This is an optimization exercise on Yosys and OpenROAD, whose aim is small area, a short achievable clock period and few clock cycles, not a production implementation. Only simulation tests tie the RTL to the original design; equivalence was not proved. Power is estimated from default activity; no workload was simulated.

==> run H: inputs <==
==> flow/design.v (excerpt) <==
module htfv (
    input  wire        clk,
    input  wire        rst,
    input  wire        op_valid,
    input  wire [31:0] op,
    output wire        op_ready,
    input  wire [4:0]  raddr,
    output reg  [31:0] rdata
);
    localparam [1:0] S_IDLE = 2'd0, S_RECV = 2'd1, S_DONE = 2'd2, S_FAIL = 2'd3;
    localparam [1:0] C_NONE = 2'd0, C_RST = 2'd1, C_CONV = 2'd2, C_READ = 2'd3;
    localparam [2:0] E_OK = 3'd0, E_CHECKSUM = 3'd1, E_BUS = 3'd2, E_SEQUENCE = 3'd3,
                     E_RANGE = 3'd4, E_NOT_VALID = 3'd5, E_ILLEGAL = 3'd6;
    reg [7:0]  devaddr;
    reg        lock;
    reg [1:0]  cmd;
    reg [7:0]  acc;
    reg        match;
    reg [1:0]  fstate;
    reg [4:0]  count, idx;
    reg [1:0]  pos;
    reg [7:0]  hi, lo, fcrc;
    reg        ckerr, ferr;
    reg [3:0]  erridx;
    reg [15:0] word [0:15];
    reg [23:0] res;
    reg [15:0] centi;
    reg [2:0]  ecode;
    assign op_ready = 1'b1;
    wire [7:0]  grp    = op[31:24];
    wire [7:0]  op_idx = op[23:16];
    wire [15:0] imm    = op[15:0];
    wire [7:0]  b      = op[7:0];
    wire z_idx = (op_idx == 8'h00);
    wire z_hi  = (op[15:8] == 8'h00);
    wire z_b   = (b == 8'h00);
    wire f_none = z_idx & z_hi & z_b;    
    wire f_byte = z_idx & z_hi;          
    wire f_word = z_idx;                 
    wire f_ix   = z_hi & z_b;            
    wire is_nop      = (grp == 8'h00) & f_none;
    wire is_cmd      = ((grp == 8'h10) | (grp == 8'h11) | (grp == 8'h12)) & f_none;
    wire is_cfg_addr = (grp == 8'h1F) & f_byte;
    wire is_crc_init = (grp == 8'h20) & f_none;
    wire is_crc_byte = (grp == 8'h21) & f_byte;
  ...
Settings: LEC_CHECK=0, CAP_MARGIN=20, CORE_MARGIN=2, CORE_UTILIZATION=30, SLEW_MARGIN=20; clock period 30.0 ns.
run.sh (not shown) runs the stock make flow with config.mk's settings and CLKGATE_MAP_FILE= SYNTH_SCRIPT=/design/flow/synth_recipe.tcl, a recipe that flattens the netlist after the stock synthesis.
==> inputs of run Y, as changes to run H <==
--- a/flow/design.v
+++ b/flow/design.v
@@ -14,21 +14,81 @@
         end
     end
 endmodule
 module htfv_scaler (
     input  wire [15:0] raw,
     input  wire        humid,      
-    output wire [23:0] num,
+    output wire [23:0] num
+);
+    wire        t  = ~humid;
+    wire [23:0] r  = {8'd0, raw};
+    wire [23:0] o1 = t ? (r << 7) : (r << 6);
+    wire [23:0] o2 = r << 5;
+    wire [23:0] o3 = r << 2;
+    wire [23:0] o4 = t ? r : 24'd0;
+    wire [23:0] o5 = t ? 24'hD80028 : 24'd0;
+    wire [23:0] s1 = o1 ^ o2 ^ o3;
+    wire [23:0] c1 = ((o1 & o2) | (o1 & o3) | (o2 & o3)) << 1;
+    wire [23:0] s2 = s1 ^ c1 ^ o4;
+    wire [23:0] c2 = ((s1 & c1) | (s1 & o4) | (c1 & o4)) << 1;
+    wire [23:0] s3 = s2 ^ c2 ^ o5;
+    wire [23:0] c3 = ((s2 & c2) | (s2 & o5) | (c2 & o5)) << 1;
+    wire        co;
+    htfv_bkadd #(.W(24), .L(5)) u_add (.a(s3), .b(c3), .ci(1'b0), .s(num), .co(co));
+endmodule
+module htfv_centi (
+    input  wire [23:0] num,
     output wire [15:0] centi
 );
-    wire [23:0] p = humid ? raw * 24'd100 : raw * 24'd165;
-    wire [30:0] x = p * 31'd100;
-    wire [14:0] q = x[30:16];
-    wire [16:0] s = {2'b00, q} + {1'b0, x[15:0]} + 17'd1;
-    assign num   = humid ? p : p - 24'd2621400;
-    assign centi = {1'b0, q} + {15'd0, s[16]} - (humid ? 16'd0 : 16'd4000);
+    wire [28:0] n  = {{5{num[23]}}, num};
+    wire [28:0] a1 = n << 4;
+    wire [28:0] a2 = n << 3;
+    wire [28:0] zs = a1 ^ a2 ^ n;
+    wire [28:0] zc = ((a1 & a2) | (a1 & n) | (a2 & n)) << 1;
+    wire [28:0] z;                                        
+    wire        zco;
+    htfv_bkadd #(.W(29), .L(5)) u_z (.a(zs), .b(zc), .ci(1'b0), .s(z), .co(zco));
+    wire [15:0] q = {z[28], z[28:14]};
+    wire [15:0] l = {z[13:0], 2'b00};
+    wire [15:0] lsum;
+    wire        c16;
+    htfv_bkadd #(.W(16), .L(4)) u_c (.a(l), .b(q), .ci(1'b1), .s(lsum), .co(c16));
+    wire        cco;
+    htfv_bkadd #(.W(16), .L(4)) u_o (.a(q), .b({16{q[15]}}), .ci(c16), .s(centi), .co(cco));
+endmodule
+module htfv_bkadd #(
+    parameter W = 16,
+    parameter L = 4       
+) (
+    input  wire [W-1:0] a,
+    input  wire [W-1:0] b,
+    input  wire         ci,
+    output wire [W-1:0] s,
+    output wire         co
+);
+    reg [W-1:0] p, g, pp, gg;
+    integer i, j;
+    always @* begin
+        p  = a ^ b;
+        g  = a & b;
+        gg = g;
+        pp = p;
+        gg[0] = g[0] | (p[0] & ci);
+        for (i = 1; i <= L; i = i + 1)
+            for (j = (1 << i) - 1; j < W; j = j + (1 << i)) begin
+                gg[j] = gg[j] | (pp[j] & gg[j - (1 << (i - 1))]);
+                pp[j] = pp[j] & pp[j - (1 << (i - 1))];
+            end
+        for (i = L; i > 0; i = i - 1)
+            for (j = (1 << i) + (1 << (i - 1)) - 1; j < W; j = j + (1 << i)) begin
+                gg[j] = gg[j] | (pp[j] & gg[j - (1 << (i - 1))]);
+                pp[j] = pp[j] & pp[j - (1 << (i - 1))];
+            end
+    end
+    assign s  = p ^ {gg[W-2:0], ci};
+    assign co = gg[W-1];
 endmodule
 module htfv (
     input  wire        clk,
     input  wire        rst,
     input  wire        op_valid,
     input  wire [31:0] op,
@@ -45,18 +105,19 @@
     reg [1:0]  cmd;
     reg [7:0]  acc;
     reg        match;
     reg [1:0]  fstate;
     reg [4:0]  count, idx;
     reg [1:0]  pos;
-    reg [7:0]  hi, lo, fcrc;
+    reg [7:0]  hi, lo;
     reg        ckerr, ferr;
     reg [3:0]  erridx;
     reg [15:0] word [0:15];
-    reg [23:0] res;
-    reg [15:0] centi;
+    reg [15:0] rlo;
+    reg        rsel;
+    reg [23:0] cnum;
     reg [2:0]  ecode;
     assign op_ready = 1'b1;
     wire [7:0]  grp    = op[31:24];
     wire [7:0]  op_idx = op[23:16];
     wire [15:0] imm    = op[15:0];
     wire [7:0]  b      = op[7:0];
@@ -79,31 +140,32 @@
     wire is_frm_berr = (grp == 8'h32) & f_none;
     wire is_frm_read = (grp == 8'h33) & f_ix;
     wire is_scl_imm  = ((grp == 8'h40) | (grp == 8'h41)) & f_word;
     wire is_scl_wd   = ((grp == 8'h42) | (grp == 8'h43)) & f_ix;
     wire [7:0] acc_next;
     htfv_crc8 u_crc_acc (.acc_in(acc), .data(b), .acc_out(acc_next));
-    wire [7:0] fcrc_next;
-    htfv_crc8 u_crc_frm (.acc_in(pos == 2'd0 ? 8'h00 : fcrc), .data(b), .acc_out(fcrc_next));
+    wire [7:0] fc1, fc2;
+    htfv_crc8 u_crc_f1 (.acc_in(8'h00), .data(hi), .acc_out(fc1));
+    htfv_crc8 u_crc_f2 (.acc_in(fc1),   .data(lo), .acc_out(fc2));
+    wire [7:0] fcrc = (pos == 2'd1) ? fc1 : fc2;
     wire [7:0] wcrc_hi, wcrc;
     htfv_crc8 u_crc_w0 (.acc_in(8'h00),   .data(imm[15:8]), .acc_out(wcrc_hi));
     htfv_crc8 u_crc_w1 (.acc_in(wcrc_hi), .data(imm[7:0]),  .acc_out(wcrc));
     wire [15:0] word_rd = word[op_idx[3:0]];
     wire        idx_ok  = (op_idx < {3'b000, count});
     wire [15:0] scl_raw   = grp[1] ? word_rd : imm;
     wire        scl_humid = grp[0];
     wire [23:0] scl_num;
-    wire [15:0] scl_centi;
-    htfv_scaler u_scaler (.raw(scl_raw), .humid(scl_humid), .num(scl_num), .centi(scl_centi));
-    wire frame_ok  = (fcrc == b);
+    htfv_scaler u_scaler (.raw(scl_raw), .humid(scl_humid), .num(scl_num));
+    wire frame_ok  = (fc2 == b);
     wire ckerr_new = ckerr | ~frame_ok;
     wire last      = (idx + 5'd1 == count);
     wire in_recv   = (fstate == S_RECV);
     wire in_done   = (fstate == S_DONE);
     always @(posedge clk) begin
-        if (op_valid && !rst && is_frm_byte && in_recv && pos == 2'd2 && !ckerr && frame_ok)
+        if (pos == 2'd2)
             word[idx[3:0]] <= {hi, lo};
     end
     always @(posedge clk) begin
         if (rst) begin
             devaddr <= 8'h40;
             lock    <= 1'b0;
@@ -113,18 +175,18 @@
             fstate  <= S_IDLE;
             count   <= 5'd0;
             idx     <= 5'd0;
             pos     <= 2'd0;
             hi      <= 8'h00;
             lo      <= 8'h00;
-            fcrc    <= 8'h00;
             ckerr   <= 1'b0;
             ferr    <= 1'b0;
             erridx  <= 4'd0;
-            res     <= 24'd0;
-            centi   <= 16'd0;
+            rlo     <= 16'd0;
+            rsel    <= 1'b0;
+            cnum    <= 24'd0;
             ecode   <= E_OK;
         end else if (op_valid) begin
             if (is_nop) begin
                 ecode <= E_OK;
             end else if (is_cmd) begin
                 if (in_recv) begin
@@ -149,43 +211,41 @@
                 acc   <= acc_next;
                 ecode <= E_OK;
             end else if (is_crc_cmp) begin
                 match <= (acc == b);
                 ecode <= E_OK;
             end else if (is_crc_word) begin
-                res   <= {16'd0, wcrc};
+                rlo   <= {8'd0, wcrc};
+                rsel  <= 1'b0;
                 ecode <= E_OK;
             end else if (is_frm_start) begin
                 if (in_recv) begin
                     ecode <= E_SEQUENCE;
                 end else if (b > 8'd16) begin
                     ecode <= E_RANGE;
                 end else begin
                     count  <= b[4:0];
                     idx    <= 5'd0;
                     pos    <= 2'd0;
                     hi     <= 8'h00;
                     lo     <= 8'h00;
-                    fcrc   <= 8'h00;
                     ckerr  <= 1'b0;
                     ferr   <= 1'b0;
                     erridx <= 4'd0;
                     fstate <= (b == 8'd0) ? S_DONE : S_RECV;
                     ecode  <= E_OK;
                 end
             end else if (is_frm_byte) begin
                 if (!in_recv) begin
                     ecode <= E_SEQUENCE;
                 end else if (pos == 2'd0) begin
                     hi    <= b;
-                    fcrc  <= fcrc_next;
                     pos   <= 2'd1;
                     ecode <= E_OK;
                 end else if (pos == 2'd1) begin
                     lo    <= b;
-                    fcrc  <= fcrc_next;
                     pos   <= 2'd2;
                     ecode <= E_OK;
                 end else begin
                     if (!ckerr && !frame_ok) begin
                         ckerr  <= 1'b1;
                         erridx <= idx[3:0];
@@ -214,42 +274,45 @@
             end else if (is_frm_read) begin
                 if (!in_done) begin
                     ecode <= E_NOT_VALID;
                 end else if (!idx_ok) begin
                     ecode <= E_RANGE;
                 end else begin
-                    res   <= {8'd0, word_rd};
+                    rlo   <= word_rd;
+                    rsel  <= 1'b0;
                     ecode <= E_OK;
                 end
             end else if (is_scl_imm) begin
-                res   <= scl_num;
-                centi <= scl_centi;
+                rsel  <= 1'b1;
+                cnum  <= scl_num;
                 ecode <= E_OK;
             end else if (is_scl_wd) begin
                 if (!in_done) begin
                     ecode <= E_NOT_VALID;
                 end else if (!idx_ok) begin
                     ecode <= E_RANGE;
                 end else begin
-                    res   <= scl_num;
-                    centi <= scl_centi;
+                    rsel  <= 1'b1;
+                    cnum  <= scl_num;
                     ecode <= E_OK;
                 end
             end else begin
                 ecode <= E_ILLEGAL;
             end
         end
     end
+    wire [15:0] centi;
+    htfv_centi u_centi (.num(cnum), .centi(centi));
     wire [7:0]  txa    = (cmd != C_NONE) ? devaddr : 8'h00;
     wire [7:0]  txb    = (cmd == C_RST) ? 8'h1E : (cmd == C_CONV) ? 8'h40 : 8'h00;
     wire [7:0]  rxw    = (cmd == C_READ) ? 8'd2 : 8'd0;
     wire [15:0] waitus = (cmd == C_RST) ? 16'd5000 : (cmd == C_CONV) ? 16'd5600 : 16'd0;
     always @* begin
         case (raddr)
             5'h00: rdata = {4'h0, erridx, 3'b000, idx, 5'b00000, ecode, lock, match, ferr, ckerr, pos, fstate};
-            5'h01: rdata = {{8{res[23]}}, res};
+            5'h01: rdata = rsel ? {{8{cnum[23]}}, cnum} : {16'h0000, rlo};
             5'h02: rdata = {16'h0000, centi};
             5'h03: rdata = {8'h00, rxw, txa, txb};
             5'h04: rdata = {16'h0000, waitus};
             5'h05: rdata = {24'h000000, acc};
             5'h06: rdata = {24'h000000, devaddr};
             5'h07: rdata = {fcrc, lo, hi, 3'b000, count};
==> flow/flow/run.sh (new file) <==
#!/bin/bash
# Layout flow: the standard ORFS flow (standard.sh, synthesis unchanged), with
#  - repair_timing asked to leave extra setup margin (SETUP_SLACK_MARGIN) so that it
#    shortens the critical paths further than the 30 ns clock alone would make it;
#    TNS_END_PERCENT=0 keeps that repair on the worst paths only;
#  - every port still buffered, with the smallest buffer (repair upsizes the
#    critical ones);
#  - clock tree from clkbuf_8 cells, without dummy balancing loads, sinks
#    clustered by up to 15 within 60 um.
# The constraints (clock, I/O delays, loads) are the design's own. Each make run's
# full output goes to a log file in this folder; ORFS's per-step logs stay under
# orfs/logs.
set -euo pipefail
bash standard.sh \
  SETUP_SLACK_MARGIN=17.5 \
  TNS_END_PERCENT=0 \
  "BUFFER_PORTS_ARGS=-buffer_cell sky130_fd_sc_hd__buf_1" \
  "CTS_ARGS=-sink_clustering_enable -repair_clock_nets -dont_use_dummy_load -buf_list sky130_fd_sc_hd__clkbuf_8 -sink_clustering_size 15 -sink_clustering_max_diameter 60" \
  finish > standard_finish.log 2>&1
==> flow/standard.sh (new file) <==
#!/bin/bash
# synth_recipe.tcl (not shown) runs the flow's synth.tcl, then flattens the netlist and writes it again
# the make line also repeats each setting of config.mk as NAME=value (left out here)
make -C /OpenROAD-flow-scripts/flow DESIGN_CONFIG=/design/flow/config.mk WORK_HOME=/design/flow/orfs CLKGATE_MAP_FILE= SYNTH_SCRIPT=/design/flow/synth_recipe.tcl "${@:-finish}"
Settings changed: ABC_AREA set to 1, CORE_UTILIZATION 30 to 65, PLACE_DENSITY set to 0.78, SLEW_MARGIN 20 to 60.
removed: flow/run.sh
==> qor summary <==
Status: run H finished clean; run Y finished clean
Int Power: run H 1.68 mW; run Y 0.697 mW
Flip-flop and latch count: run H 363; run Y 356
Post-synthesis share of cell area spent on xor and xnor gates: run H 0.0604; run Y 0.0397
Comb_multi_in: run H 1611; run Y 1557
Minimum setup slack among reg-to-reg paths: run H 17.43 ns; run Y 23.84 ns
Adder-Cell Fraction of Synth Area: run H 0.171; run Y 0.139
Nets@finish: run H 2614; run Y 2544
Static Leakage: run H 11.6 nW; run Y 8.71 nW
Fin Clk Skew: run H 0.0250 ns; run Y 0.0876 ns
Number of non-clock buffers in the layout: run H 111; run Y 131
Proportion of final cell area spent on non-clock buffers: run H 0.0359; run Y 0.0320
Number of buffers created by CTS: run H 36; run Y 31
Met2 track demand over resource in global routing: run H 0.280; run Y 0.631
Worst setup path class: run H input pin to flop; run Y flop to output pin
Cell variety after synth: run H 90; run Y 69
Grt met3 use: run H 0.0294; run Y 0.0579
Compound-Gate Fraction of Synth Area: run H 0.117; run Y 0.155
Core region area: run H 0.0807 mm²; run Y 0.0325 mm²
Worst-skew pair later-pin latency: run H 0.54 ns; run Y 0.65 ns
Testbench counts of run H, summed over its fixed seeds: cycles 13,426.
Testbench counts of run Y, summed over its fixed seeds: cycles 13,426.

-- re-timing with driven ports --
No port has a modelled driver above. Below, the same layouts with a new extraction and two added sets of constraints.
Step 1 (the two cells are an assumption about what drives the block):
set clk [get_ports {clk}]
set_driving_cell -lib_cell sky130_fd_sc_hd__clkbuf_16 $clk
set_driving_cell -lib_cell sky130_fd_sc_hd__buf_2 [delete_from_list [all_inputs] $clk]
Step 2 times the ports against the registers' clock, not the clock port: input delays grow and output delays shrink by t, the midpoint of the rising clock arrivals with the driver on.
a / b / c = no drivers / after step 1 / after step 2; a / b = the first two.
run | t, ns | setup WS [ns] | hold WS [ns] | worst setup path at the end | pins driven straight from the clock port
run H | 0.585 | 11.149 / 11.177 / 10.591 | 0.465 / 0.465 / 0.465 | input to register | 1
run Y | 0.660 | 16.464 / 16.412 / 16.447 | 0.477 / 0.477 / 0.477 | input to output | 1
After both steps setup and hold are still met in every run listed. The setup slack of run H, which loses most, moves by +0.028 ns with the drivers and by -0.558 ns with both steps.
